What follows belongs to an exercise in optimizing a design on an open flow for small area; a production flow would make more cautious choices.
RTL that was checked went through simulation tests only; none was proved equivalent to the original.
For run 2, only the layout was checked, not whether the RTL still works.
Power and IR drop assume default switching activity.

==> design.v <==
module ringbuf_vga (
    input  wire          clk,
    input  wire          rst,
    input  wire          rx_valid,
    input  wire [7:0]    rx_data,
    input  wire          rx_last,
    input  wire          line_tick,
    input  wire          frame_tick,
    input  wire          poll_tick,
    input  wire          gl_valid,
    input  wire [15:0]   gl_row,
    output reg           gl_done,
    output reg           gl_ok,
    output reg           tx_valid,
    output wire [7:0]    tx_byte,
    output reg           scan_valid,
    output wire [191:0]  scan_data,
    output wire [2:0]    avail_lines,
    output wire [15:0]   frame_count,
    output wire [15:0]   rx_count,
    output wire [15:0]   proc_count
);
    reg [159:0] line0, line1, line2, line3, line4, line5;   
    reg [159:0] line_buf;      
    reg [2:0]   rc;            
    reg [2:0]   wl;            
    reg [2:0]   al;            
    reg [4:0]   ab;            
    reg         receiving;     
    reg [15:0]  received;
    reg [13:0]  proc_q;        
    reg [15:0]  frame_counter;
    reg [15:0]  scanline;
    reg [15:0]  last_row;
    reg         last_none;
    reg         in_block;
    wire       s_hi0   = (scanline[15:7] == 9'd0);
    wire [6:0] s_lo    = scanline[6:0];
    wire       visible = s_hi0 && (s_lo >= 7'd5) && (s_lo < 7'd95);
    reg  [4:0] tick_row;
    reg  [1:0] tick_ph;
    wire        fetch_req = (line_tick && visible) || gl_valid;
    wire [15:0] fetch_row = gl_valid ? gl_row : {11'd0, tick_row};
    wire        fetch_new = fetch_req && (last_none || (last_row != fetch_row));
    wire        fetch_ok  = fetch_new && (al != 3'd0);
    wire [2:0]  al_c = fetch_ok ? al - 3'd1 : al;
    wire flow_check = fetch_ok || poll_tick;
    wire req_emit   = flow_check && ((al_c[2:1] == 2'b00) || (al_c == 3'd2 && ab == 5'd0));
    wire rx_cmd  = rx_valid && !in_block && rx_last;
    wire rx_pay  = rx_valid && !rx_cmd;
    wire do_sof  = rx_cmd && (rx_data == 8'h05);
    wire do_data = rx_cmd && (rx_data == 8'h01);
    wire do_end  = rx_cmd && (rx_data == 8'h02);
    wire flush   = do_sof || do_end || (do_data && !receiving);
    wire wr_en   = rx_pay && receiving && (al_c != 3'd6);
    wire ab_wrap = (ab == 5'd19);
    wire [5:0] line_we;
    assign line_we[0] = wr_en && (wl == 3'd0);
    assign line_we[1] = wr_en && (wl == 3'd1);
    assign line_we[2] = wr_en && (wl == 3'd2);
    assign line_we[3] = wr_en && (wl == 3'd3);
    assign line_we[4] = wr_en && (wl == 3'd4);
    assign line_we[5] = wr_en && (wl == 3'd5);
    wire [959:0] st_q = {line5, line4, line3, line2, line1, line0};
    wire [959:0] st_d;
    genvar l, b;
    generate
        for (l = 0; l < 6; l = l + 1) begin : g_line
            wire         we  = line_we[l];
            wire         wen = !line_we[l];
            wire [159:0] sh  = {rx_data, st_q[160*l + 8 +: 152]};
            for (b = 0; b < 160; b = b + 1) begin : g_bit
                ringbuf_vga_wbit u_wb (
                    .d   (sh[b]),
                    .q   (st_q[160*l + b]),
                    .we  (we),
                    .wen (wen),
                    .y   (st_d[160*l + b]));
            end
        end
    endgenerate
    always @(posedge clk)
        {line5, line4, line3, line2, line1, line0} <= st_d;
    wire [5:0] rsel;
    assign rsel[0] = !rst && fetch_ok && (rc == 3'd0);
    assign rsel[1] = !rst && fetch_ok && (rc == 3'd1);
    assign rsel[2] = !rst && fetch_ok && (rc == 3'd2);
    assign rsel[3] = !rst && fetch_ok && (rc == 3'd3);
    assign rsel[4] = !rst && fetch_ok && (rc == 3'd4);
    assign rsel[5] = !rst && fetch_ok && (rc == 3'd5);
    wire hold = !rst && !fetch_ok;
    wire [159:0] line_buf_d;
    generate
        for (b = 0; b < 160; b = b + 1) begin : g_lb
            ringbuf_vga_sel7 u_sel (
                .s ({hold, rsel}),
                .d ({line_buf[b], line5[b], line4[b], line3[b], line2[b], line1[b], line0[b]}),
                .y (line_buf_d[b]));
        end
    endgenerate
    always @(posedge clk)
        line_buf <= line_buf_d;
    wire [15:0] rcv_s, frm_s, scn_s;
    wire [13:0] prc_s;
    wire [16:0] rcv_c, frm_c, scn_c;
    wire [14:0] prc_c;
    assign rcv_c[0] = wr_en;
    assign frm_c[0] = do_end && receiving;
    assign scn_c[0] = line_tick;
    assign prc_c[0] = fetch_ok;
    genvar ci;
    generate
        for (ci = 0; ci < 16; ci = ci + 1) begin : g_cnt
            ringbuf_vga_hadd u_rcv (.a(received[ci]),      .b(rcv_c[ci]), .s(rcv_s[ci]), .c(rcv_c[ci+1]));
            ringbuf_vga_hadd u_frm (.a(frame_counter[ci]), .b(frm_c[ci]), .s(frm_s[ci]), .c(frm_c[ci+1]));
            ringbuf_vga_hadd u_scn (.a(scanline[ci]),      .b(scn_c[ci]), .s(scn_s[ci]), .c(scn_c[ci+1]));
        end
        for (ci = 0; ci < 14; ci = ci + 1) begin : g_prc
            if (ci == 2) begin : g_fa
                ringbuf_vga_fadd u_prc (.a(proc_q[ci]), .b(prc_c[ci]), .ci(fetch_ok), .s(prc_s[ci]), .c(prc_c[ci+1]));
            end else begin : g_ha
                ringbuf_vga_hadd u_prc (.a(proc_q[ci]), .b(prc_c[ci]), .s(prc_s[ci]), .c(prc_c[ci+1]));
            end
        end
    endgenerate
    always @(posedge clk) begin
        received      <= (rst || flush) ? 16'd0 : rcv_s;
        proc_q        <= (rst || flush) ? 14'd0 : prc_s;
        frame_counter <= rst ? 16'd0 : frm_s;
        scanline      <= (rst || frame_tick) ? 16'd0 : scn_s;
    end
    always @(posedge clk) begin
        if (rst) begin
            rc            <= 3'd0;
            wl            <= 3'd0;
            al            <= 3'd0;
            ab            <= 5'd0;
            receiving     <= 1'b0;
            tick_row      <= 5'd0;
            tick_ph       <= 2'd0;
            last_none     <= 1'b1;
            in_block      <= 1'b0;
        end else begin
            if (rx_valid)
                in_block <= !rx_last;
            if (frame_tick || (line_tick && !visible)) begin
                tick_row <= 5'd0;
                tick_ph  <= 2'd0;
            end else if (line_tick) begin
                tick_ph  <= (tick_ph == 2'd2) ? 2'd0 : tick_ph + 2'd1;
                if (tick_ph == 2'd2)
                    tick_row <= tick_row + 5'd1;
            end
            if (fetch_req)
                last_row <= fetch_row;
            if (frame_tick)
                last_none <= 1'b1;
            else if (fetch_req)
                last_none <= 1'b0;
            if (flush) begin
                rc       <= 3'd0;
                wl       <= 3'd0;
                al       <= 3'd0;
                ab       <= 5'd0;
            end else begin
                if (fetch_ok)
                    rc     <= (rc == 3'd5) ? 3'd0 : rc + 3'd1;
                if (wr_en) begin
                    ab       <= ab_wrap ? 5'd0 : ab + 5'd1;
                    if (ab_wrap)
                        wl <= (wl == 3'd5) ? 3'd0 : wl + 3'd1;
                end
                al <= al_c + {2'b00, wr_en && ab_wrap};
            end
            if (do_sof || do_data)
                receiving <= 1'b1;
            else if (do_end)
                receiving <= 1'b0;
        end
    end
    always @(posedge clk) begin
        if (rst) begin
            gl_done    <= 1'b0;
            gl_ok      <= 1'b0;
            tx_valid   <= 1'b0;
            scan_valid <= 1'b0;
        end else begin
            gl_done    <= gl_valid;
            gl_ok      <= gl_valid && fetch_ok;
            tx_valid   <= req_emit;
            scan_valid <= line_tick && visible;
        end
    end
    assign tx_byte     = 8'h03;
    assign scan_data   = {16'd0, line_buf, 16'd0};
    assign avail_lines = al;
    assign frame_count = frame_counter;
    assign rx_count    = received;
    assign proc_count  = {proc_q, 2'b00};
endmodule
module ringbuf_vga_sel7 (
    input  wire [6:0] s,
    input  wire [6:0] d,
    output wire       y
);
    wire n_lo, n_hi;
    ringbuf_vga_aoi3 u_lo (.s(s[2:0]), .d(d[2:0]), .y(n_lo));
    ringbuf_vga_aoi3 u_hi (.s(s[5:3]), .d(d[5:3]), .y(n_hi));
    assign y = ~(n_lo & n_hi & ~(s[6] & d[6]));
endmodule
module ringbuf_vga_aoi3 (
    input  wire [2:0] s,
    input  wire [2:0] d,
    output wire       y
);
    assign y = ~|(s & d);
endmodule
module ringbuf_vga_wbit (
    input  wire d,
    input  wire q,
    input  wire we,
    input  wire wen,
    output wire y
);
    assign y = (d & we) | (q & wen);
endmodule
module ringbuf_vga_hadd (
    input  wire a,
    input  wire b,
    output wire s,
    output wire c
);
    assign {c, s} = {1'b0, a} + {1'b0, b};
endmodule
module ringbuf_vga_fadd (
    input  wire a,
    input  wire b,
    input  wire ci,
    output wire s,
    output wire c
);
    assign {c, s} = {1'b0, a} + {1'b0, b} + {1'b0, ci};
endmodule
==> flow/run.sh <==
#!/bin/bash
set -e
export BUFFER_PORTS_ARGS="-buffer_cell sky130_fd_sc_hd__buf_1"
export CTS_ARGS="-sink_clustering_enable -repair_clock_nets -dont_use_dummy_load -buf_list sky130_fd_sc_hd__clkbuf_4 -sink_clustering_size 9 -sink_clustering_max_diameter 50"
bash standard.sh > standard.log 2>&1
==> standard.sh <==
#!/bin/bash
# synth_recipe.tcl (not shown) runs the flow's synth.tcl, then flattens the netlist and writes it again
# the make line also repeats each setting of config.mk as NAME=value (left out here)
make -C /OpenROAD-flow-scripts/flow DESIGN_CONFIG=/design/flow/config.mk WORK_HOME=/design/flow/orfs CLKGATE_MAP_FILE= SYNTH_SCRIPT=/design/flow/synth_recipe.tcl "${@:-finish}"
==> config.mk <==
export PLATFORM = sky130hd
export DESIGN_NAME = ringbuf_vga
export DESIGN_NICKNAME = ringbuf_vga
export VERILOG_FILES = /design/flow/design.v
export SDC_FILE = /design/flow/constraint.sdc
export NUM_CORES = 4
export LEC_CHECK = 0
export CAP_MARGIN = 20
export CORE_MARGIN = 2
export CORE_UTILIZATION = 55
export SLEW_MARGIN = 20
export SYNTH_HIERARCHICAL = 1
==> constraint.sdc <==
create_clock -name core_clock -period 12.0 [get_ports {clk}]
set_input_delay 2.4000 -clock core_clock [delete_from_list [all_inputs] [get_ports {clk}]]
set_output_delay 2.4000 -clock core_clock [all_outputs]
set_load 0.01 [all_outputs]
==> results of run 1 <==
-- metrics by stage --
stage / setup TNS, ps / cell area (um^2)
2_1_floorplan: -186150 / 40890
3_3_place_gp: 0 / 43060
3_5_place_dp: 0 / 43060
4_1_cts: 0 / 44220
5_1_grt: 0 / 44340
6_report: 0 / 44340
-- kinds of logic (layout without fill, tap and decap cells) --
kind of cell,after synthesis,in the layout,synth area share
multiplexers,10,10,0.002551
buffers and inverters,80,463,0.01168
flip-flops,1226,1226,0.6067
other,2,44,0.0001844
adder cells (fa/ha/maj),71,71,0.02200
XOR/XNOR,11,11,0.002366
AND/OR/NAND/NOR,512,512,0.06026
AO/OA/AOI/OAI,1333,1333,0.2942
-- critical path: stages --
cell and delay, ps:
buf_1 580, clkinv_2 320, o32ai_1 230, o2111ai_1 220
o41ai_4 230, buf_4 260, mux2_2 440, nand2_1 210
inv_2 180, ha_1 230, ha_1 180, ha_1 180
ha_1 180, ha_1 180, ha_1 180, ha_1 180
ha_1 180, ha_1 190, ha_1 180, ha_1 190
ha_1 180, ha_1 180, ha_1 180, ha_1 180
ha_1 270, and2_1 130
-- where the power goes --
part / leakage, nW / switching, mW / internal (mW)
combinational: 6.41 / 0.235 / 0.0596
sequential: 9.88 / 0.0167 / 4.09
clock: 0.713 / 1.26 / 0.595
-- cells in the mapped netlist, drive strengths merged (11+ instances only) --
| library cell | n |
|---|---|
| nor2b | 22 |
| buf | 45 |
| and2 | 56 |
| a21oi | 14 |
| dfxtp | 1210 |
| nand3 | 171 |
| nor3 | 11 |
| nor2 | 32 |
| inv | 27 |
| and3 | 11 |
| edfxtp | 16 |
| a222oi | 320 |
| ha | 70 |
| a22o | 960 |
| o21ai | 11 |
| nand2 | 184 |
-- worst max path at each step --
stage          startpoint                 endpoint  slack (ps)  cells after the start
2_1_floorplan    gl_valid         line1[0]$_DFF_P_        -580                     11
3_3_place_gp     gl_valid  received[15]$_SDFF_PP0_        3810                     26
3_5_place_dp     gl_valid  received[15]$_SDFF_PP0_        3690                     26
4_1_cts          gl_valid  received[15]$_SDFF_PP0_        4740                     26
5_1_grt          gl_valid  received[15]$_SDFF_PP0_        4310                     26
6_report         gl_valid  received[15]$_SDFF_PP0_        4600                     26
-- layer usage --
metal  global-route usage  share of wire  up-vias
met1               0.3846           0.44    15860
met3              0.06752          0.095      193
met2               0.4223           0.44     1525
li1                     -              -    14280
met5                    0        0.00032        -
met4              0.09178          0.023        6
-- sequential cells by signal, indices dropped and copies added, names as in the netlist, 2 cells and up --
| register | count |
|---|---|
| al | 3 |
| line4 | 160 |
| last_row | 16 |
| line3 | 160 |
| line5 | 160 |
| tick_ph | 2 |
| line2 | 160 |
| line_buf | 160 |
| proc_q | 14 |
| scanline | 16 |
| line1 | 160 |
| frame_counter | 16 |
| line0 | 160 |
| received | 16 |
| tick_row | 5 |
| wl | 3 |
| rc | 3 |
| ab | 5 |
-- per-module statistics from Yosys (local to each module, per instance) --
module	cells	copies in the design	cell area, um^2
ringbuf_vga	1583	1	26920
ringbuf_vga_aoi3	1	320	10.01
ringbuf_vga_hadd	1	61	12.51
ringbuf_vga_sel7	2	160	8.758
ringbuf_vga_wbit	1	960	8.758
ringbuf_vga_fadd	1	1	20.02
-- area by class of cell --
class | instances | area, um^2
clock buffer | 155 | 1164
multi-input combinational | 1979 | 15850
antenna | 2 | 5.005
tap | 959 | 1200
inverter | 28 | 111.4
fill | 6123 | 28750
sequential | 1226 | 24700
timing repair buffer | 280 | 1303
==> impl_metrics.ini, run 1 <==
[synth]
synth_edf_count = 16
synth_top_area_cell = dfxtp_1
synth.area.top_cells = dfxtp_1 (59%), a22o_1 (21%), a222oi_1 (7.9%)
postSynthCellCount = 3245
synth_top_area_frac = 0.5949
ys_seq_elements = 1226
synth_warnings = 7
synthArstFlopShare = 0
syn-cell-area_um2 = 40720
synth_seq_area_share = 0.6067
synthFlopType = dfxtp_1
postSynthAreaPerCell_um2 = 12.55
ys_types = 56

[floorplan]
initial_utilization = 0.5571
io_pins = 287
core_um2 = 73080
die_w_um = 276.1
die_area_um2 = 76220
rows = 99
die_h_um = 276.1

[worst_setup_path]
timing.rr.start = last_row[0]$_DFFE_PP_
cp_max_fo = 15
worst-r2r-cell-count = 26
reg2reg_slack_ps = 6100
crit_type = primary input to register
required_ps = 12870
start_kind = primary input
cp.arrival_ps = 8270
crit-reg2reg-capture = received[15]$_SDFF_PP0_
end_kind = register

[sta]
slew_headroom = 0.2256
fin_crit_ps = 7400
worst_slew_pin_slew_ps = 1162
skew_ps = 98.36
clock.fmax_mhz = 135.1
timing.final.crit_share = 0.6167
rsz0062_at_grt = no
fin_hold_ws_ps = 470.3
setup_violations = 0
setup_slack_ps = 4600
final_hold_viol_count = 0
drv_slew = 0

[finish]
syn_to_final_growth_pct = 8.893
final_common_cell = dfxtp_1
drive_above_1_share = 0.06025
stdcell_count = 4629
fin_util = 0.6067
final_nets = 3773
final_cell_mix = dfxtp_1 (1210), a22o_1 (960), a222oi_1 (320)

[grt]
grt_pass1_vias = 31710
grt_pass1_wl_um = 175200
gr-total-overflow = 0
grt_max_degree = 161
grt_use_total = 0.2764
antenna_found_initial = 5

[drt]
initialDrtViolationCount = 3920
routed_wl_um = 108500
post-route-drc-count = 0
dr.pass1.iters = 18
wl_per_cell_um = 23.44
num_vias = 31860
ant_nets = 0
viasPerCell = 6.883

[cts]
clk_latency_ps = 1030
path_clk_slew_ps = 100
cts_tree = built
cts_setup_buffers = 0
hold_buffers = 0
clock_tree.buffer_depth = 3
cts_sinks = 1226
htree_levels = 4
cts_resized = 0
cts_buffers = 155
cts-root-buf = clkbuf_4

[hold_path]
hold_start = line5[92]$_DFF_P_
hp-class = register to register
whs_endpoint = line5[84]$_DFF_P_
whs_path_depth = 1

[outcome]
status = no timing/DRC/antenna violations

[power]
powerDensity_nw_per_um2 = 141.1
power.total_mw = 6.258
vdd_drop_max_uv = 87.77
p_leak_nw = 17.01

[flow_run]
max_cap_viol_count = 0

[placed_design]
port_buffers = 244
place_inst = 4467
globalplace.congestion = 0.8250
pre_cts_ws_ps = 3686
dp_hpwl_um = 59370
==> inputs of run 2 (changes only) <==
--- a/design.v
+++ b/design.v
@@ -39,4 +39,4 @@
     wire       visible = s_hi0 && (s_lo >= 7'd5) && (s_lo < 7'd95);
-    reg  [4:0] tick_row;
-    reg  [1:0] tick_ph;
+    wire [6:0] s_off   = s_lo - 7'd5;
+    wire [4:0] tick_row = s_off / 7'd3;    
     wire        fetch_req = (line_tick && visible) || gl_valid;
@@ -56,2 +56,8 @@
     wire ab_wrap = (ab == 5'd19);
+    reg [19:0] col_sel;
+    integer k;
+    always @* begin
+        for (k = 0; k < 20; k = k + 1)
+            col_sel[k] = (ab == k);
+    end
     wire [5:0] line_we;
@@ -65,15 +71,16 @@
     wire [959:0] st_d;
-    genvar l, b;
+    genvar c, l, b;
     generate
         for (l = 0; l < 6; l = l + 1) begin : g_line
-            wire         we  = line_we[l];
-            wire         wen = !line_we[l];
-            wire [159:0] sh  = {rx_data, st_q[160*l + 8 +: 152]};
-            for (b = 0; b < 160; b = b + 1) begin : g_bit
-                ringbuf_vga_wbit u_wb (
-                    .d   (sh[b]),
-                    .q   (st_q[160*l + b]),
-                    .we  (we),
-                    .wen (wen),
-                    .y   (st_d[160*l + b]));
+            for (c = 0; c < 20; c = c + 1) begin : g_col
+                wire we = line_we[l] && col_sel[c];
+                wire wen = !we;
+                for (b = 0; b < 8; b = b + 1) begin : g_bit
+                    ringbuf_vga_wbit u_wb (
+                        .d   (rx_data[b]),
+                        .q   (st_q[160*l + 8*c + b]),
+                        .we  (we),
+                        .wen (wen),
+                        .y   (st_d[160*l + 8*c + b]));
+                end
             end
@@ -138,4 +145,3 @@
             receiving     <= 1'b0;
-            tick_row      <= 5'd0;
-            tick_ph       <= 2'd0;
+            last_row      <= 16'd0;
             last_none     <= 1'b1;
@@ -145,16 +151,8 @@
                 in_block <= !rx_last;
-            if (frame_tick || (line_tick && !visible)) begin
-                tick_row <= 5'd0;
-                tick_ph  <= 2'd0;
-            end else if (line_tick) begin
-                tick_ph  <= (tick_ph == 2'd2) ? 2'd0 : tick_ph + 2'd1;
-                if (tick_ph == 2'd2)
-                    tick_row <= tick_row + 5'd1;
-            end
-            if (fetch_req)
-                last_row <= fetch_row;
             if (frame_tick)
                 last_none <= 1'b1;
-            else if (fetch_req)
+            else if (fetch_new) begin
+                last_row  <= fetch_row;
                 last_none <= 1'b0;
+            end
             if (flush) begin
@@ -205,13 +203,3 @@
 );
-    wire n_lo, n_hi;
-    ringbuf_vga_aoi3 u_lo (.s(s[2:0]), .d(d[2:0]), .y(n_lo));
-    ringbuf_vga_aoi3 u_hi (.s(s[5:3]), .d(d[5:3]), .y(n_hi));
-    assign y = ~(n_lo & n_hi & ~(s[6] & d[6]));
-endmodule
-module ringbuf_vga_aoi3 (
-    input  wire [2:0] s,
-    input  wire [2:0] d,
-    output wire       y
-);
-    assign y = ~|(s & d);
+    assign y = |(s & d);
 endmodule
==> flow/run.sh (replaced) <==
#!/bin/bash
set -e
export BUFFER_PORTS_ARGS="-buffer_cell sky130_fd_sc_hd__buf_1"
export CTS_ARGS="-sink_clustering_enable -repair_clock_nets -dont_use_dummy_load -buf_list sky130_fd_sc_hd__clkbuf_4 -sink_clustering_size 8 -sink_clustering_max_diameter 40"
bash standard.sh > standard.log 2>&1
--- a/config.mk
+++ b/config.mk
@@ -9,3 +9,3 @@
 export CORE_MARGIN = 2
-export CORE_UTILIZATION = 55
+export CORE_UTILIZATION = 40
 export SLEW_MARGIN = 20
==> run 2 against run 1 <==
  * Largest power group unchanged
  * Synthesized area up 7.5%
  * Worst hold slack worse by 45 ps
  * Via count up 11%
  * Critical endpoint unchanged
  * Setup slack worse by 800 ps
  * Highest routed layer unchanged
  * Core utilization down 17 points
  * Cell count up 21%
  * Global-route usage down 3.0 points
  * Critical path depth up 8
==> impl_metrics.ini, run 2 <==
[outcome]
status = no timing/DRC/antenna violations

[cts]
cts_setup_buffers = 0
path_clk_slew_ps = 90
htree_levels = 4
cts_tree = built
cts-root-buf = clkbuf_4
cts_buffers = 189
cts_sinks = 1219
hold_buffers = 0
clk_latency_ps = 1140
clock_tree.buffer_depth = 3
cts_resized = 0

[sta]
setup_violations = 0
fin_crit_ps = 8198
slew_headroom = 0.2160
final_hold_viol_count = 0
timing.final.crit_share = 0.6832
worst_slew_pin_slew_ps = 1176
clock.fmax_mhz = 122.0
finalSetupTns_ps = 0
rsz0062_at_grt = no
drv_slew = 0
skew_ps = 135.3
fin_hold_ws_ps = 425.2

[finish]
stdcell_count = 5624
seq_area_um2 = 24400
syn_to_final_growth_pct = 9.345
final_cell_mix = dfxtp_1 (1219), a22o_1 (962), a22oi_1 (325)
final_nets = 4318
fillers = 10280
multi_input_area_um2 = 18820
final_common_cell = dfxtp_1
drive_above_1_share = 0.07131

[worst_setup_path]
crit_buf_inv = 3
cp.arrival_ps = 9150
critPathSlowestCell = dfxtp_1
required_ps = 12950
end_kind = register
cp_max_fo = 32
crit_top_cell = ha_1
cpLargestDelayFamily = adder cells
crit_type = register to register
start_kind = register
slowest_delay_ps = 670

[flow_run]
max_cap_viol_count = 0

[grt]
antenna_found_initial = 3
grt_pass1_wl_um = 215000
grt_pass1_vias = 33920
grt_use_total = 0.2466
grt_max_degree = 161
gr-total-overflow = 0

[floorplan]
die_h_um = 334.7
die_area_um2 = 112100
rows = 121
core_um2 = 108700
die_w_um = 334.7
io_pins = 287
initial_utilization = 0.4025

[synth]
synth_seq_area_share = 0.5577
synth-compound-area-share = 0.3083
postSynthCellCount = 3804
postSynthAreaPerCell_um2 = 11.50
synthFlopType = dfxtp_1
synth.top_cells.by_count = dfxtp_1 (1219), a22o_1 (962), a22oi_1 (325), nand3_1 (186), nor2_1 (180)
synth_top_area_cell = dfxtp_1
synth_xor_area_frac = 0.003975
syn-cell-area_um2 = 43760
synth_edf_count = 0
synth.area.top_cells = dfxtp_1 (56%), a22o_1 (19%), a22oi_1 (5.6%)
synth.most_common_cell = dfxtp_1
ys_seq_elements = 1219
synth_top_area_frac = 0.5577
synth_mux_area_frac = 0.005319
yosys.area_share.simple = 0.08418
yosys.area_share.adder = 0.02219
synthArstFlopShare = 0
synth_warnings = 7
synth_top_family_by_area = compound AO/OA/AOI/OAI gates
ys_types = 89

[placed_design]
port_buffers = 244
dp_hpwl_um = 82110
place_inst = 5431
globalplace.congestion = 0.8337

[drt]
viasPerCell = 6.272
num_vias = 35270
post-route-drc-count = 0
routed_wl_um = 142700
dr.pass1.iters = 9
wl_per_cell_um = 25.38
ant_nets = 0
initialDrtViolationCount = 3837

[power]
swShare = 0.2555
p_leak_nw = 17.96
p_int_mw = 4.830
combPwrFrac = 0.053
pwr-share-clk = 0.320
p_sw_mw = 1.657
p_seq_frac = 0.627
vdd_drop_max_uv = 105.4
powerDensity_nw_per_um2 = 135.6

[hold_path]
hp-class = register to register
==> run 2: changes by cell type in the layout (fill, tap and decap cells not counted), sizes merged, moves of 19 or more <==
cell and delta:
a222oi -160, nand3 +19, o21ai +23, or2 +24
nand2 -64, nand2b +26, nor2 +148, clkbuf +43
a22oi +323
==> run 2: metal layers <==
| layer | routed length (um) | GRT usage | vias up |
|---|---|---|---|
| met5 | 19 | 0 | - |
| met4 | 4529 | 0.08892 | 2 |
| met3 | 11280 | 0.05031 | 276 |
| met2 | 63260 | 0.3758 | 1556 |
| met1 | 63630 | 0.3448 | 17320 |
| li1 | - | - | 16120 |
==> run 2: cells by family (layout without fill, tap and decap cells) <==
kind of cell,after synthesis,after routing
xor+xnor,19,19
compound gates,1586,1586
mux,23,23
buf+inv,144,507
fa+ha+maj,77,77
other cells,2,45
simple gates,734,734
flops,1219,1219
==> run 2: metrics by stage <==
stage	util	area [um^2]	power [mW]	setup WS, ps
floorplan	-	43940	4.319	482.6
global placement	0.4268	46400	4.504	3500
detailed placement	0.4269	46410	4.507	3481
CTS	0.4400	47830	6.560	3855
global route	0.4402	47850	6.745	3198
finish	0.4402	47850	6.487	3802
==> run 2: worst paths after layout <==
kind	start	end	slack, ps	depth (start not counted)
setup / recovery	scanline[0]$_SDFF_PP0_	received[15]$_SDFF_PP0_	3800	34
hold / removal	line4[76]$_DFF_P_	line_buf[76]$_DFF_P_	430	2
setup reg to reg	scanline[0]$_SDFF_PP0_	received[15]$_SDFF_PP0_	3800	34
hold reg to reg	line4[76]$_DFF_P_	line_buf[76]$_DFF_P_	430	2
==> run 2: Yosys stat by module, one instance, submodules excluded <==
module            cells inside  cell area (um^2)  flops+latches
ringbuf_vga_sel7             4             30.03              0
ringbuf_vga_fadd             1             20.02              0
ringbuf_vga_hadd             1             12.51              0
ringbuf_vga_wbit             1             8.758              0
ringbuf_vga               2142             29760           1219
==> run 2: layout make-up <==
| cell class | count | area share |
|---|---|---|
| Timing Repair Buffer | 287 | 0.02748 |
| Sequential cell | 1219 | 0.5100 |
| Tap cell | 1414 | 0.03698 |
| Multi-Input combinational cell | 2481 | 0.3933 |
| Clock buffer | 189 | 0.02965 |
| Antenna cell | 3 | 0.0001569 |
| Inverter | 31 | 0.002432 |
==> run 2: worst min-delay path, cell delays in order (launching register included) <==
cell and delay [ps]:
dfxtp_1 340, a22oi_1 70, nand3_1 80
==> run 2: power groups by stage <==
stage | sequential, mW | combinational (mW) | clock, mW
global route | 4.07 | 0.372 | 2.30
finish | 4.07 | 0.347 | 2.07
global placement | 4.16 | 0.343 | 0
floorplan | 4.16 | 0.161 | 0
detailed placement | 4.16 | 0.345 | 0
CTS | 4.07 | 0.345 | 2.15

==> afterwards: timing with drivers on the ports <==
In the flow no input, the clock included, has a driving cell. The finished layouts below were timed again as built, in two steps. Step 1 assumes that a clkbuf_16 drives the clock port and a buf_2 every other input. Step 2, shift: input delay + t, output delay - t, t = (earliest + latest rising clock arrival at the registers) / 2. This alone moves slack from input paths to output paths. Slacks: no drivers / after step 1 / after step 2; pairs: no drivers / after step 1.
| run | shift t [ns] | setup slack, ns | pins driven straight from the clock port |
|---|---|---|---|
| run 1 | 1.045 | 4.600 / 4.633 / 3.588 | 1 |
| run 2 | 1.143 | 3.802 / 3.802 / 3.474 | 1 |
After both steps setup and hold are still met in every run listed. For run 1, which loses most, drivers alone change the setup slack by +0.033 ns; drivers and shift together by -1.012 ns.
